This design comes from an exercise in tuning for small area, a short achievable clock period and few clock cycles on the open sky130 flow, not from production work.
Only simulation tests tie the RTL to the original design; equivalence was not proved.
Power and IR drop assume default switching activity.

File: config.mk
export PLATFORM = sky130hd
export DESIGN_NAME = vm_core
export DESIGN_NICKNAME = vm_core
export VERILOG_FILES = /design/flow/design.v
export SDC_FILE = /design/flow/constraint.sdc
export NUM_CORES = 4
export LEC_CHECK = 0
export CAP_MARGIN = 20
export CORE_MARGIN = 2
export CORE_UTILIZATION = 35
export SLEW_MARGIN = 20
File: constraint.sdc
create_clock -name core_clock -period 12.0 [get_ports {clk}]
set_input_delay 2.4000 -clock core_clock [delete_from_list [all_inputs] [get_ports {clk}]]
set_output_delay 2.4000 -clock core_clock [all_outputs]
set_load 0.01 [all_outputs]
File: design.v
module vm_core (
    input  wire        clk,
    input  wire        rst,           
    input  wire        start,         
    input  wire [11:0] code_len,      
    output reg         mem_req,
    output reg         mem_we,
    output reg  [10:0] mem_addr,
    output wire [31:0] mem_wdata,
    input  wire [31:0] mem_rdata,
    output wire        out_valid,
    output wire [31:0] out_data,
    output wire        halted,
    output wire        faulted,
    output wire [2:0]  cause,
    output wire [31:0] info,
    output wire [2:0]  flags,         
    input  wire [3:0]  dbg_sel,
    output wire [31:0] dbg_data
);
    localparam [5:0] OP_LDR = 6'd0, OP_STR = 6'd1, OP_ADD = 6'd2, OP_SUB = 6'd3,
                     OP_MUL = 6'd4, OP_DIV = 6'd5, OP_MOV = 6'd6, OP_CMP = 6'd7,
                     OP_JMP = 6'd8, OP_SAV = 6'd9, OP_PRN = 6'd10;
    localparam [2:0] C_DIV0 = 3'd1, C_LOAD = 3'd2, C_STORE = 3'd3,
                     C_MISAL = 3'd5, C_ILLEGAL = 3'd6;
    localparam [1:0] S_IDLE = 2'd0, S_RUN = 2'd1, S_HALT = 2'd2, S_FAULT = 2'd3;
    localparam [1:0] B_NONE = 2'd0, B_LD = 2'd1, B_MUL = 2'd2, B_DIV = 2'd3;
    reg [1:0]  st;
    reg [31:0] rf [0:14];             
    reg [14:0] rv;                    
    reg [31:0] pc;                    
    reg [31:0] ir;
    reg        irv;                   
    reg        pend;                  
    reg [3:0]  pa, qa;                
    reg        fe, fg, fl;
    reg [2:0]  cause_r;
    reg        use_pc;                
    reg [1:0]  bk;                    
    reg [3:0]  bd;                    
    reg [3:0]  cnt;                   
    reg [1:0]  dg;                    
    reg        nP;                    
    reg [31:0] acc;                   
    reg [31:0] rem;                   
    wire running = (st == S_RUN);
    wire done    = st[1];
    wire busy    = (bk != B_NONE);
    assign halted  = (st == S_HALT);
    assign faulted = (st == S_FAULT);
    assign flags   = {fe, fg, fl};
    assign cause   = cause_r;
    wire [31:0] pc_inc = {pc[31:2] + 30'd1, pc[1:0]};
    wire [31:0] r15v   = (use_pc | busy) ? pc : pc_inc;
    wire [3:0] ia = done ? dbg_sel : pa;
    function [31:0] rdreg;
        input [3:0] idx;
        begin
            if (idx == 4'd15) rdreg = r15v;
            else rdreg = rv[idx] ? rf[idx] : 32'd0;
        end
    endfunction
    wire [31:0] P = rdreg(ia);
    wire [31:0] Q = rdreg(qa);
    assign dbg_data  = P;
    assign out_data  = P;
    assign mem_wdata = Q;
    assign info      = cause_r[1] ? (cause_r[2] ? ir : Q) : pc;
    wire [2:0]  cond  = ir[31:29];
    wire [5:0]  op    = ir[28:23];
    wire [3:0]  f0    = ir[22:19];
    wire [18:0] imm19 = ir[18:0];
    wire gate   = (cond == 3'd0) || ((cond & {fe, fg, fl}) != 3'd0);
    wire pc_end = (pc[31:12] != 20'd0) || (pc[11:0] >= code_len);
    wire is_ldr = (op == OP_LDR);
    wire is_str = (op == OP_STR);
    wire is_add = (op == OP_ADD);
    wire is_sub = (op == OP_SUB);
    wire is_mul = (op == OP_MUL);
    wire is_div = (op == OP_DIV);
    wire is_mov = (op == OP_MOV);
    wire is_cmp = (op == OP_CMP);
    wire is_jmp = (op == OP_JMP);
    wire is_sav = (op == OP_SAV);
    wire is_prn = (op == OP_PRN);
    wire is_ill = (op > OP_PRN);
    wire canx = running && !busy && irv && !pc_end;
    wire ex   = canx && gate;
    wire        alu_sub = !is_add;
    wire [32:0] alu     = {1'b0, P} + {1'b0, alu_sub ? ~Q : Q} + {32'd0, alu_sub};
    wire        p_lt_q  = !alu[32];
    wire        p_eq_q  = (P == Q);
    wire        oob     = (P[31:11] != 21'd0) || ((&P[10:2]) && (P[1:0] != 2'b00));
    wire        q_zero  = (Q == 32'd0);
    wire        q_small = (Q[31:2] == 30'd0);
    wire        p_small = (P[31:2] == 30'd0);
    function [3:0] hp;
        input [31:0] x;
        integer k;
        begin
            hp = 4'd0;
            for (k = 0; k < 16; k = k + 1)
                if (x[2*k +: 2] != 2'b00) hp = k[3:0];
        end
    endfunction
    wire [3:0] hpP = hp(P);
    wire [3:0] hpQ = hp(Q);
    wire       mul_nP = (hpP < hpQ);                  
    wire [3:0] p0  = (is_div || mul_nP) ? hpP : hpQ;
    wire [3:0] ix  = busy ? (cnt - 4'd1) : p0;
    wire [1:0] dgP = P[2*ix +: 2];
    wire [1:0] dgQ = Q[2*ix +: 2];
    wire        msel   = busy ? nP : !q_small;        
    wire [31:0] M      = msel ? P : Q;
    wire [31:0] Mc     = msel ? Q : P;
    wire [1:0]  md     = busy ? dg : (msel ? P[1:0] : Q[1:0]);
    wire [31:0] accin  = (bk == B_MUL) ? acc : 32'd0;
    wire [31:0] mulnext = {accin[29:0], 2'b00} + (md[1] ? {Mc[30:0], 1'b0} : 32'd0)
                          + (md[0] ? Mc : 32'd0);
    wire [33:0] t1 = {1'b0, rem, dg[1]} - {2'b00, Q};
    wire        g1 = !t1[33];
    wire [31:0] r1 = g1 ? t1[31:0] : {rem[30:0], dg[1]};
    wire [33:0] t2 = {1'b0, r1, dg[0]} - {2'b00, Q};
    wire        g2 = !t2[33];
    wire [31:0] r2 = g2 ? t2[31:0] : {r1[30:0], dg[0]};
    wire [31:0] divnext = {acc[29:0], g1, g2};
    wire mul_fast = q_small || p_small;
    wire bdone    = busy && ((bk == B_LD) || (cnt == 4'd0));
    reg  [31:0] wd;
    reg  [3:0]  wa;
    reg         we;
    always @(*) begin
        wa = busy ? bd : f0;
        we = 1'b0;
        wd = alu[31:0];
        if (busy) begin
            we = bdone;
            case (bk)
                B_LD:    wd = mem_rdata;
                B_MUL:   wd = mulnext;
                default: wd = divnext;
            endcase
        end else if (ex) begin
            if (is_add || is_sub) begin we = 1'b1; wd = alu[31:0]; end
            if (is_mul && mul_fast) begin we = 1'b1; wd = mulnext; end
            if (is_mov) begin we = 1'b1; wd = {13'd0, imm19}; end
            if (is_sav) begin we = (f0 != 4'd15); wd = pc_inc; end
        end
    end
    wire wr_pc = we && (wa == 4'd15);
    reg  [1:0]  k;
    always @(*) begin
        if (busy)     k = {1'b0, irv};
        else if (irv) k = pend ? 2'd2 : 2'd1;
        else          k = {1'b0, pend};
    end
    wire [12:0] seq_a  = {1'b0, pc[11:0]} + {9'd0, k, 2'b00};
    wire        seq_ok = (pc[31:12] == 20'd0) && !seq_a[11] && (pc[1:0] == 2'b00);
    wire [31:0] tgt    = is_jmp ? P : {13'd0, imm19};
    wire        tgt_ok = (tgt[31:11] == 21'd0) && (tgt[1:0] == 2'b00);
    wire ldst    = ex && (is_ldr || is_str) && !oob;
    wire direct  = ex && (is_jmp || (is_mov && f0 == 4'd15));
    wire starts  = ex && ((is_mul && !mul_fast) || (is_div && !q_zero));
    wire fault_x = ex && (((is_ldr || is_str) && oob) || (is_div && q_zero) || is_ill);
    reg seq_req;
    always @(*) begin
        seq_req = 1'b0;
        if (st == S_IDLE) seq_req = start;
        else if (running) begin
            if (busy)       seq_req = bdone && !(bd == 4'd15);
            else if (irv)   seq_req = !pc_end && !ldst && !direct && !starts && !fault_x && !wr_pc;
            else            seq_req = pend || (!pc_end && (pc[1:0] == 2'b00));
        end
    end
    always @(*) begin
        mem_we   = ldst && is_str;
        if (ldst) begin
            mem_req  = 1'b1;
            mem_addr = P[10:0];
        end else if (direct) begin
            mem_req  = tgt_ok;
            mem_addr = tgt[10:0];
        end else begin
            mem_req  = seq_req && seq_ok;
            mem_addr = seq_a[10:0];
        end
    end
    assign out_valid = ex && is_prn;
    wire st_hit = (P[10:2] == pc_inc[10:2]) || ((P[10:2] == pc[10:2]) && (P[1:0] != 2'b00));
    wire [31:0] dw = (bdone && bk[1]) ? ir : mem_rdata;
    wire [5:0]  dop = dw[28:23];
    wire [3:0]  dpa = (dop == OP_CMP || dop == OP_JMP || dop == OP_PRN) ? dw[22:19] : dw[18:15];
    wire [3:0]  dqa = (dop == OP_CMP) ? dw[18:15] : (dop == OP_STR) ? dw[22:19] : dw[14:11];
    always @(posedge clk) begin
        if (rst) begin
            st      <= S_IDLE;
            rv      <= 15'd0;
            pc      <= 32'd0;
            irv     <= 1'b0;
            pend    <= 1'b0;
            fe      <= 1'b0;
            fg      <= 1'b0;
            fl      <= 1'b0;
            cause_r <= 3'd0;
            use_pc  <= 1'b0;
            bk      <= B_NONE;
            cnt     <= 4'd0;
        end else begin
            if (we && wa != 4'd15) begin
                rf[wa] <= wd;
                rv[wa] <= 1'b1;
            end
            pend <= mem_req && !mem_we && !ldst;
            case (st)
                S_IDLE: if (start) st <= S_RUN;
                S_RUN: begin
                    if (busy) begin
                        if (bk != B_LD) begin
                            cnt <= cnt - 4'd1;
                            dg  <= nP ? dgP : dgQ;
                            acc <= (bk == B_MUL) ? mulnext : divnext;
                            rem <= r2;
                        end
                        if (bdone) begin
                            bk <= B_NONE;
                            cnt <= 4'd0;
                            if (bk[1]) begin pa <= dpa; qa <= dqa; end
                            if (wr_pc) begin
                                pc  <= wd;
                                irv <= 1'b0;
                            end
                        end
                    end else if (irv) begin
                        if (pc_end) begin
                            st     <= S_HALT;
                            use_pc <= 1'b1;
                        end else if (fault_x) begin
                            st <= S_FAULT;
                            if (is_ldr)      cause_r <= C_LOAD;
                            else if (is_str) cause_r <= C_STORE;
                            else if (is_div) cause_r <= C_DIV0;
                            else             cause_r <= C_ILLEGAL;
                            qa <= ir[18:15];
                        end else if (direct || wr_pc) begin
                            pc  <= direct ? tgt : wd;
                            irv <= 1'b0;
                        end else begin
                            pc  <= pc_inc;
                            ir  <= mem_rdata;
                            irv <= pend && !(ldst && is_str && st_hit);
                            if (!starts) begin pa <= dpa; qa <= dqa; end
                            if (ex && is_cmp) begin
                                fe <= p_eq_q;
                                fg <= !p_lt_q && !p_eq_q;
                                fl <= p_lt_q;
                            end
                            if (ldst && is_ldr) begin
                                bk <= B_LD;
                                bd <= f0;
                            end
                            if (starts) begin
                                bk  <= is_mul ? B_MUL : B_DIV;
                                bd  <= f0;
                                nP  <= is_div || mul_nP;
                                cnt <= p0;
                                dg  <= (is_div || mul_nP) ? dgP : dgQ;
                                acc <= 32'd0;
                                rem <= 32'd0;
                            end
                        end
                    end else begin
                        if (pend) begin
                            ir  <= mem_rdata;
                            irv <= 1'b1;
                            pa  <= dpa;
                            qa  <= dqa;
                        end else if (pc_end) begin
                            st     <= S_HALT;
                            use_pc <= 1'b1;
                        end else if (pc[1:0] != 2'b00) begin
                            st      <= S_FAULT;
                            cause_r <= C_MISAL;
                            use_pc  <= 1'b1;
                        end
                    end
                end
                default: ;    
            endcase
        end
    end
endmodule
File: run.sh
#!/bin/bash
# synth_recipe.tcl (not shown) runs the flow's synth.tcl, then flattens the netlist and writes it again
# the make line also repeats each setting of config.mk as NAME=value (left out here)
make -C /OpenROAD-flow-scripts/flow DESIGN_CONFIG=/design/flow/config.mk WORK_HOME=/design/flow/orfs CLKGATE_MAP_FILE= SYNTH_SCRIPT=/design/flow/synth_recipe.tcl finish
==> run summary <==
-- how the worst max path moves through the flow --
| stage | start | end | slack [ns] | depth (start not counted) |
|---|---|---|---|---|
| final | pc[3] | rf[4][0] | 0.68 | 38 |
| after global routing | pc[3] | rem[7] | 0.30 | 38 |
| after CTS | dbg_sel[1] | mem_req | 1.12 | 20 |
| after detailed placement | dbg_sel[1] | rf[11][30] | 0.91 | 30 |
| after global placement | dbg_sel[1] | rf[10][30] | 0.87 | 30 |
| after floorplan | dbg_sel[0] | acc[0] | 1.87 | 16 |
-- through the flow --
stage	hold slack (ns)	worst slack [ns]	power [mW]
6_report	0.500	0.679	10.8
5_1_grt	0.518	0.297	11.1
4_1_cts	0.495	1.12	10.7
3_5_place_dp	0.483	0.915	8.05
3_3_place_gp	0.488	0.870	8.02
2_1_floorplan	0.448	1.87	6.02
-- worst max-delay path: cells and delay by family (launching register included) --
family | cells | cell delay [ns]
AO/OA/AOI/OAI | 16 | 5.09
AND/OR/NAND/NOR | 14 | 2.80
adder cells (fa/ha/maj) | 3 | 1.13
buffers and inverters | 3 | 0.75
flip-flops | 1 | 0.70
multiplexers | 1 | 0.40
XOR/XNOR | 1 | 0.21
-- layer usage --
metal  vias up  GRT usage  share of wire
li1      19000          -              -
met1     22200      0.401           0.38
met2      3235      0.452           0.42
met3       718     0.0865           0.12
met4        16      0.201          0.077
met5         -          0         0.0015
-- cell families (layout without fill, tap and decap cells) --
logic type | count (synthesis) | in the layout | share of synthesized area
adder cells (fa/ha/maj) | 190 | 190 | 0.0545
multiplexers | 354 | 354 | 0.107
AO/OA/AOI/OAI | 1409 | 1409 | 0.196
buffers and inverters | 605 | 797 | 0.0561
flip-flops | 657 | 657 | 0.394
other | 0 | 5 | 0
AND/OR/NAND/NOR | 1599 | 1599 | 0.150
XOR/XNOR | 229 | 229 | 0.0418
-- final cells by class --
type / instances / share of cell area
Timing Repair Buffer: 420 / 0.0677
Antenna cell: 5 / 0.000226
Inverter: 229 / 0.0155
Multi-Input combinational cell: 3781 / 0.482
Sequential cell: 657 / 0.344
Clock inverter: 55 / 0.0131
Clock buffer: 93 / 0.0375
Tap cell: 1794 / 0.0405
-- registers in the layout (all words and copies together), names as in the netlist, named ones only --
| name | count |
|---|---|
| ir | 32 |
| rem | 32 |
| acc | 30 |
| bk | 2 |
| fl | 1 |
| qa | 4 |
| rf | 480 |
| bd | 4 |
| cause_r | 3 |
| nP | 1 |
| pend | 1 |
| use_pc | 1 |
| fe | 1 |
| pc | 32 |
| irv | 1 |
| pa | 4 |
| rv | 15 |
| cnt | 4 |
| fg | 1 |
| dg | 2 |
| st | 2 |
-- layout by cell type (no fill, tap or decap), types with 114 or more instances in the layout --
cell,n
inv_1,220
mux2i_1,169
o21ai_0,263
edfxtp_1,589
nor2_1,364
xnor2_1,166
buf_4,212
nand2_1,711
ha_1,154
mux4_2,122
a211oi_1,114
a21oi_1,350
clkdlybuf4s50_1,197
-- power breakdown --
part / internal (mW) / total (mW) / switching [mW]
registers: 3.28 / 3.38 / 0.0932
clock network: 1.52 / 2.64 / 1.11
logic: 1.49 / 4.80 / 3.31
total: 6.30 / 10.8 / 4.51
==> results_dict.tcl <==
set metrics [dict create \
    fin_nets 5410 \
    drt_iter0_drc 6765 \
    cp_max_fo 29 \
    hp-class "register to register" \
    grt-ovfl-total 0 \
    setup_tns_ns 0 \
    yosys.area.top_type "edfxtp_1" \
    ioPinCount 201 \
    synth_top_area_frac 0.366 \
    synth_cells 5043 \
    holdPathStages 2 \
    grt_max_degree 107 \
    fin_area_um2 55500 \
    dp.cells 6881 \
    htreeDepth 3 \
    grt_pass1_wl_mm 315 \
    dieArea_um2 141000 \
    first_pass_iters 6 \
    ir_worst_vdd_mv 0.124 \
    drt-vias-per-instance 6.42 \
    end_kind "register" \
    min-delay-start "cnt[1]" \
    worstPathRequired_ns 12.54 \
    grt_pass1_vias 42000 \
    cts-root-buf "clkbuf_16" \
    maxSlewHeadroom 0.212 \
    synthArstFlopShare 0 \
    finalCritPeriodShare 0.943 \
    clockBufferDepth 3 \
    numCtsBuffers 80 \
    clock_latency_ns 0.71 \
    r2r-end "rf[4][0]" \
    layout_min_cycle_time_ns 11.32 \
    cts_setup_buffers 0 \
    slowest_delay_ns 0.82 \
    port_buffers 200 \
    rsz0062_at_grt "false" \
    netlist_area_um2 48300 \
    antenna_found_initial 15 \
    rows 136 \
    grt_usage 0.309 \
    cts_hold_buf 0 \
    start_util 0.352 \
    wl_per_cell_um 32.0 \
    max_freq_mhz 88.3 \
    final_antenna_net_count 0 \
    yosysMostFrequentCell "nand2_1" \
    slowest_stage "a21oi_1" \
    ys_top_cells_by_count "711 x nand2_1, 589 x edfxtp_1, 366 x nor2_1" \
    worst-r2r-cell-count 38 \
    synth_area_per_cell_um2 9.58 \
    synth_area_leaders "edfxtp_1 37%, mux4_2 5.7%, nand2_1 5.5%" \
    yosys_register_bits 657 \
    place_hpwl_mm 162 \
    fillCellCount 13400 \
    maxSlewViolCount 0 \
    synth_edf_count 589 \
    p_per_area_nw_per_um2 195 \
    vias 45200 \
    drc 0 \
    status "no timing/DRC/antenna violations" \
    finalHoldViolCount 0 \
    skew_ns 0.0566 \
    start_kind "register" \
    synth.distinct_cells 113 \
    cts_tree "done" \
    fp.dieH_um 375 \
    ff_latch_area_um2 19100 \
    seq_area_frac_synth 0.394 \
    cts_resized 0 \
    p_leak_nw 20.1 \
    drive_gt1_frac 0.121 \
    regToRegStartpoint "pc[3]" \
    wirelength_mm 225 \
    stdcell_count 7034 \
    arrival_ns 11.86 \
    syn_nets 5284 \
    worstMarginPinSlew_ns 1.17 \
    regToRegSetupSlack_ns 0.68 \
    holdPathEnd "cnt[1]" \
    setup_viol 0 \
    clock_sinks 657 \
    placed_cell_area_um2 52600 \
    clk_pin_slew_ns 0.06 \
    area_delta_synth_final_pct 14.8 \
    gp_congestion 1.03 \
    path_class "register to register" \
    core_um2 137000 \
    multi_input_area_um2 26700 \
    ys.flop_type "edfxtp_1" \
    fp.dieW_um 375 \
    drv_cap 0 \
    yosysWarnings 1 \
    fin_util 0.404 \
]
Testbench counts, summed over its fixed seeds: cycles 45,939.

## re-timing with driven ports
The flow's constraints put no driver on any port. The routed layout listed below was extracted and timed again, unchanged, in two steps.
Step 1 (the two cells are an assumption about what drives the block):
set clk [get_ports {clk}]
set_driving_cell -lib_cell sky130_fd_sc_hd__clkbuf_16 $clk
set_driving_cell -lib_cell sky130_fd_sc_hd__buf_2 [delete_from_list [all_inputs] $clk]
Step 2 times the ports against the registers' clock, not the clock port: input delays grow and output delays shrink by t, the midpoint of the rising clock arrivals with the driver on.
Slacks: ideal / step 1 / step 2; pairs: ideal / step 1.
t (ns): 0.756
setup slack, ns: 0.679 / 0.679 / 0.506
latest minus earliest clock arrival (ns): 0.057 / 0.056
slew at the worst register clock pin (ns): 0.07 / 0.07
worst slew at a driven data input, ns: 0.11
After both steps setup and hold are still met in this run. For this run, drivers alone change the setup slack by 0.000 ns; drivers and shift together by -0.173 ns.
